This design comes from an exercise in tuning for small area, a short achievable clock period and few clock cycles per item on the open sky130 flow, not from production work.
For this run, only the layout was checked, not whether the RTL still works.

File: design/flow/config.mk
export PLATFORM = sky130hd
export DESIGN_NAME = sm3_core
export DESIGN_NICKNAME = sm3_core
export VERILOG_FILES = /design/flow/design.v
export SDC_FILE = /design/flow/constraint.sdc
export NUM_CORES = 4
export LEC_CHECK = 0
export ABC_AREA = 1
export CAP_MARGIN = 20
export CORE_MARGIN = 2
export CORE_UTILIZATION = 40
export PLACE_DENSITY = 0.6
export SLEW_MARGIN = 20
File: design/flow/constraint.sdc
create_clock -name core_clock -period 20.0 [get_ports {clk}]
set_input_delay 4.0000 -clock core_clock [delete_from_list [all_inputs] [get_ports {clk}]]
set_output_delay 4.0000 -clock core_clock [all_outputs]
set_load 0.01 [all_outputs]
File: design/flow/design.v
module sm3_core (
    input  wire         clk,
    input  wire         rst,         
    input  wire         start_i,
    input  wire         first_i,
    input  wire [511:0] block_i,     
    output wire         ready_o,
    output reg          done_o,
    output wire [255:0] digest_o     
);
    localparam [255:0] IV = {32'h7380166F, 32'h4914B2B9, 32'h172442D7, 32'hDA8A0600,
                             32'hA96F30BC, 32'h163138AA, 32'hE38DEE4D, 32'hB0FB0E4E};
    localparam [31:0]  T0 = 32'h79CC4519;
    localparam [31:0]  T1 = 32'h7A879D8A;
    function [31:0] rot;             
        input [31:0] x;
        input integer n;
        begin
            rot = (x << n) | (x >> (32 - n));
        end
    endfunction
    function [31:0] p0;
        input [31:0] x;
        begin
            p0 = x ^ rot(x, 9) ^ rot(x, 17);
        end
    endfunction
    function [31:0] p1;
        input [31:0] x;
        begin
            p1 = x ^ rot(x, 15) ^ rot(x, 23);
        end
    endfunction
    function [31:0] cy;
        input [31:0] x, y;
        reg   [31:0] g, p;
        integer i, d;
        begin
            g = x & y;
            p = x ^ y;
            for (d = 1; d < 32; d = d * 2)
                for (i = 0; i < 32; i = i + 1)
                    if (i & d) begin
                        g[i] = g[i] | (p[i] & g[(i & ~(d - 1)) - 1]);
                        p[i] = p[i] & p[(i & ~(d - 1)) - 1];
                    end
            cy = {g[30:0], 1'b0};
        end
    endfunction
    function [31:0] ktab;
        input [5:0] j;
        reg   [63:0] t2;
        begin
            t2   = (j < 6'd16) ? {T0, T0} : {T1, T1};
            t2   = t2 << j[4:0];
            ktab = t2[63:32];
        end
    endfunction
    reg              busy_q;                 
    reg              rdy_q;                  
    reg              rdyo_q;                 
    reg  [5:0]       cnt_q;                  
    reg              cv_q;                   
    reg              rcv_q;                  
    reg              rncv_q;                 
    reg              vf_q;                   
    reg  [255:0]     v_q;                    
    reg  [255:0]     s_q;                    
    reg  [511:0]     w_q;                    
    reg  [31:0]      k_q;                    
    wire [31:0] w0  = w_q[511:480];          
    wire [31:0] w3  = w_q[415:384];
    wire [31:0] w4  = w_q[383:352];
    wire [31:0] w7  = w_q[287:256];
    wire [31:0] w10 = w_q[191:160];
    wire [31:0] w13 = w_q[95:64];
    wire [31:0] w16 = p1(w0 ^ w7 ^ rot(w13, 15)) ^ rot(w3, 7) ^ w10;    
    wire [31:0] wp  = w0 ^ w4;                                          
    wire [31:0] a, b, c, d, e, f, g, h;
    assign {a, b, c, d, e, f, g, h} = s_q;
    wire        early = (cnt_q < 6'd16);
    wire [31:0] a12   = rot(a, 12);
    wire [31:0] s0s   = a12 ^ e ^ k_q;
    wire [31:0] s0c   = {((a12 & e) | (a12 & k_q) | (e & k_q)), 1'b0};
    wire [31:0] sp    = s0s ^ s0c;
    wire [31:0] sc    = cy(s0s, s0c);
    wire [31:0] rp    = rot(sp, 7);
    wire [31:0] rc    = rot(sc, 7);
    wire [31:0] rp2   = rp ^ a12;
    wire [31:0] ff    = early ? (a ^ b ^ c) : ((a & b) | (a & c) | (b & c));
    wire [31:0] gg    = early ? (e ^ f ^ g) : ((e & f) | (~e & g));
    wire [31:0] t1s   = ff ^ d ^ wp;
    wire [31:0] t1c   = {((ff & d) | (ff & wp) | (d & wp)), 1'b0};
    wire [31:0] t1a   = t1s & t1c;
    wire [31:0] t1o   = t1s | t1c;
    wire [31:0] u1s   = (t1s ^ t1c ^ rp2) ^ rc;
    wire [31:0] u1m   = (rc & ((rp2 & t1a) | (~rp2 & t1o))) | (~rc & ((rp2 & t1o) | (~rp2 & t1a)));
    wire [31:0] u1c   = {u1m[30:0], 1'b0};
    wire [31:0] q1    = u1s ^ u1c;
    wire [31:0] k1    = cy(u1s, u1c);        
    wire [31:0] t2s   = gg ^ h ^ w0;
    wire [31:0] t2c   = {((gg & h) | (gg & w0) | (h & w0)), 1'b0};
    wire [31:0] t2a   = t2s & t2c;
    wire [31:0] t2o   = t2s | t2c;
    wire [31:0] u2s   = (t2s ^ t2c ^ rp) ^ rc;
    wire [31:0] u2m   = (rc & ((rp & t2a) | (~rp & t2o))) | (~rc & ((rp & t2o) | (~rp & t2a)));
    wire [31:0] u2c   = {u2m[30:0], 1'b0};
    wire [31:0] q2    = u2s ^ u2c;
    wire [31:0] k2    = cy(u2s, u2c);        
    wire [31:0] pq2   = p0(q2);
    wire [31:0] a_n   = q1 ^ k1;
    wire [31:0] e_n   = (k2 ^ rot(k2, 9)) ^ (rot(k2, 17) ^ pq2);
    wire [255:0] s_next = {a_n, a, rot(b, 9), c, e_n, e, rot(f, 19), g};
    wire [255:0] v_use = vf_q ? IV : v_q;
    wire [31:0]  va    = v_use[255:224];
    wire [31:0]  ve    = v_use[127:96];
    wire [31:0]  fa_n  = (q1 ^ va) ^ k1;
    wire [31:0]  fe_n  = (k2 ^ rot(k2, 9)) ^ (rot(k2, 17) ^ (pq2 ^ ve));
    wire [255:0] v_next = {fa_n, v_use[223:128] ^ s_next[223:128],
                           fe_n, v_use[95:0] ^ s_next[95:0]};
    wire [511:0] w_next = {w_q[479:0], w16};
    wire         last   = busy_q & (cnt_q == 6'd63);
    wire         acc    = start_i & rdy_q;
    wire         sel_iv = first_i | ~cv_q;             
    wire         ld_v   = rcv_q & ~first_i;            
    wire         ld_iv  = rncv_q | (rdy_q & first_i);  
    wire         busy_n = ~rst & (acc | (busy_q & ~last));
    wire         rdy_n  = rst | (~acc & (rdy_q | last));
    wire         cv_n   = ~rst & (cv_q | acc);
    wire [5:0]   cnt_n  = busy_q ? cnt_q + 6'd1 : 6'd0;
    assign ready_o  = rdyo_q;
    assign digest_o = v_q;
    always @(posedge clk) begin
        s_q <= ({256{busy_q}} & s_next) | ({256{ld_v}} & v_q) | ({256{ld_iv}} & IV);
        w_q <= ({512{busy_q}} & w_next) | ({512{rdy_q}} & block_i);
        if (last)
            v_q <= v_next;
        k_q <= ktab(cnt_n);
        busy_q <= busy_n;
        rdy_q  <= rdy_n;
        rdyo_q <= ~busy_n;
        cv_q   <= cv_n;
        rcv_q  <= rdy_n & cv_n;
        rncv_q <= rdy_n & ~cv_n;
        if (rst) begin
            cnt_q  <= 6'd0;
            done_o <= 1'b0;
        end else begin
            cnt_q  <= cnt_n;
            done_o <= last;
            if (acc)
                vf_q <= sel_iv;
        end
    end
endmodule
File: design/flow/flow/run.sh
#!/bin/bash
# Layout flow: the standard ORFS flow (standard synthesis unchanged),
# with each input and output port buffered by a small buf_1 cell instead of
# the delay buffer the placer picks by default, and a clock tree without
# dummy balancing loads.
set -euo pipefail
cd "$(dirname "$0")/.."
bash standard.sh "BUFFER_PORTS_ARGS=-buffer_cell sky130_fd_sc_hd__buf_1" \
  "CTS_ARGS=-sink_clustering_enable -repair_clock_nets -dont_use_dummy_load -sink_clustering_size 20 -sink_clustering_max_diameter 60" \
  finish > flow_make.log 2>&1
File: design/flow/standard.sh
#!/bin/bash
# synth_recipe.tcl (not shown) runs the flow's synth.tcl, then flattens the netlist and writes it again
# the make line also repeats each setting of config.mk as NAME=value (left out here)
make -C /OpenROAD-flow-scripts/flow DESIGN_CONFIG=/design/flow/config.mk WORK_HOME=/design/flow/orfs CLKGATE_MAP_FILE= SYNTH_SCRIPT=/design/flow/synth_recipe.tcl "${@:-finish}"
==> metrics.md <==
| Metric | Value |
|---|---|
| # DRC | 0 |
| Setup crit end kind | flop |
| Post-CTS Resized | 0 |
| Least-Margin Pin Slew | 1.18 ns |
| First-pass GRT wire length | 304 mm |
| Detail Route Antenna Nets | 0 |
| Worst path slowest cell | dfxtp_1 |
| Synthesized cell area | 53400 µm² |
| Syn_nets | 6577 |
| Fin util | 45.5% |
| Crit path max fanout | 20 |
| FFs w/ async S/R, synth | 0% |
| Vias per inst | 5.23 |
| Setup TNS | 0 ns |
| Crit path required time | 20.51 ns |
| CTS tree | done |
| CTS Sinks | 1070 |
| Crit path top cell by count | nand2_1 |
| Worst Path Arrival | 7.08 ns |
| Number of synthesized flops with an enable pin | 257 |
| Hpwl dp | 176 mm |
| Num rows | 134 |
| Num ports | 774 |
| Final worst path period share | 32.9% |
| Largest net degree at the start of global routing | 186 |
| Hold Fails Final Rpt | 0 |
| Post-CTS Hold Buffers | 0 |
| CP Class | reg2reg |
| Synth Warn # | 1 |
| Detailed Route Iter0 Violations | 4157 |
| Initial core utilization | 40.1% |
| GRT overflow | 0 |
| RSZ-0062 raised after global routing | no |
| Yosys reg bits | 1070 |
| Status | no timing/DRC/antenna violations |
| Initial antenna violation count | 35 |
| Hold/Removal Path Class | reg2reg |
| Skew final | 0.105 ns |
| Post-synthesis sequential area ratio | 45.0% |
| Core footprint | 133000 µm² |
| TritonCTS buffer count | 105 |
| Clk Latency, worst-skew pair | 0.74 ns |
| Synth area leader | dfxtp_1 |
| Slew Limit Fails | 0 |
| Htree depth | 3 |
| Die Y | 369 µm |
| Vias in the first global route | 40660 |
| Max_slew headroom | 21.2% |
| WL per Instance | 27.2 µm |
| Root buffer cell | clkbuf_16 |
| Most common cell after layout, fill and taps aside | nand2_1 |
| Setup repair bufs after CTS | 0 |
| Yosys top cell area share | 30.5% |
| Layout Nets | 7229 |
| Layout area overhead | 13.4% |
| Minimum clock period | 6.58 ns |
| Global placement routability congestion | 0.978 |
| Syn Inst Count | 5711 |
| Syn avg cell area | 9.35 µm² |
| Die Area | 136000 µm² |
| Die X | 369 µm |
| Commonest non-fill, non-tap cells in the layout | nand2_1, dfxtp_1, buf_1 |
| Drt first pass iters | 6 |
| Fmax | 152 MHz |
| IO Port Bufs | 773 |
| Vias | 42641 |
| CTS Buffer Depth | 3 |
| Ratio of cells with drive above 1 in the final layout | 3.62% |
| Overall routed net length | 222 mm |
| Clock slew seen by the registers of the worst setup and hold paths | 0.08 ns |
| Dominant synthesized flop cell | dfxtp_1 |
| CP Launch Type | flop |
| Post-synth cell types | 54 |
| Crit-path max cell delay | 0.71 ns |
| Max_cap viols | 0 |
| GRT Overall Usage | 31.7% |
| Top post-synthesis cells by area | dfxtp_1, edfxtp_1, xor2_1 |
| Final setup fails | 0 |
[Yosys cell counts (13+ instances only)]
cell / number
nand2_1: 1057
dfxtp_1: 813
inv_1: 631
xor2_1: 483
a22o_1: 439
o21ai_0: 387
edfxtp_1: 257
xnor2_1: 251
clkbuf_1: 250
nor2_1: 239
ha_1: 221
nand3_1: 147
a21oi_1: 143
fa_1: 129
a221o_1: 67
nand2_2: 24
nand3b_1: 15
a21o_1: 14
mux2i_1: 14
buf_1: 13
[final timing paths]
| kind | startpoint | to | slack [ns] | depth (start not counted) |
|---|---|---|---|---|
| worst max-delay path | s_q[251]$_DFF_P_ | s_q[102]$_DFF_P_ | 13.42 | 31 |
| worst min-delay path | w_q[229]$_DFF_P_ | w_q[261]$_DFF_P_ | 0.40 | 1 |
| worst max register to register | s_q[251]$_DFF_P_ | s_q[102]$_DFF_P_ | 13.42 | 31 |
| worst min register to register | w_q[229]$_DFF_P_ | w_q[261]$_DFF_P_ | 0.40 | 1 |
[layout make-up]
class	instances	area, µm²
Fill cell	12951	72400
Multi-Input combinational cell	3733	26000
Clock buffer	105	2630
Inverter	639	2410
Antenna cell	20	50.0
Timing Repair Buffer	814	3250
Tap cell	1768	2210
Sequential cell	1070	24000
[worst max-delay path: cells and delay by family (launching register included)]
family                   cells  cell delay (ns)
AND/OR/NAND/NOR             21             2.76
flip-flops                   1             0.71
AO/OA/AOI/OAI                4             1.21
adder cells (fa/ha/maj)      3             1.27
buffers and inverters        2             0.21
XOR/XNOR                     1             0.18
[cells by family after synthesis]
logic type               Yosys count  share of synthesized area [%]
AND/OR/NAND/NOR                 1525                           11.6
flip-flops                      1070                           45.0
AO/OA/AOI/OAI                   1096                           14.3
buffers and inverters            908                           6.42
adder cells (fa/ha/maj)          350                           10.0
XOR/XNOR                         745                           12.4
multiplexers                      17                          0.326
[routing by layer]
metal | vias up | GRT usage [%] | part of all wire (%) | wire [µm]
met1 | 20493 | 39.2 | 39 | 87500
met4 | 18 | 16.3 | 5.6 | 12400
met3 | 351 | 5.57 | 7.4 | 16500
met2 | 1810 | 52.7 | 47 | 105000
li1 | 19969 | - | - | -
met5 | - | 0 | 0.050 | 112
[through the flow]
stage	setup WS [ns]	hold slack, ns	area, µm²	instances
2_1_floorplan	7.21	0.424	53400	5711
3_3_place_gp	13.37	0.438	57800	8024
3_5_place_dp	13.30	0.439	57800	8024
4_1_cts	13.52	0.388	60500	8129
5_1_grt	12.95	0.426	60500	8140
6_report	13.42	0.399	60500	8149
[flip-flops by register name (all words and copies together) (netlist names), 6 cells and up]
register / flops
k_q: 32
v_q: 256
cnt_q: 6
w_q: 512
s_q: 256

[re-timing with driven ports]
The results above use ideal ports. As a check the final layout listed here was re-extracted and re-timed, cells and wires unchanged.
Step 1: set_driving_cell puts a clkbuf_16 on clk and a buf_2 on each other input, an assumption about the parent block.
Step 2 also shifts input and output timing later by t, the mid clock arrival at the registers, as if the neighbouring blocks saw the same clock.
Slacks: ideal / step 1 / step 2; pairs: ideal / step 1.
t (ns): 0.772
setup slack, ns: 13.422 / 13.422 / 13.268
hold slack, ns: 0.399 / 0.399 / 0.399
worst data-port slew with drivers (ns): 0.18
After both steps setup and hold are still met in this run. For this run, drivers alone change the setup slack by 0.000 ns; drivers and shift together by -0.154 ns.
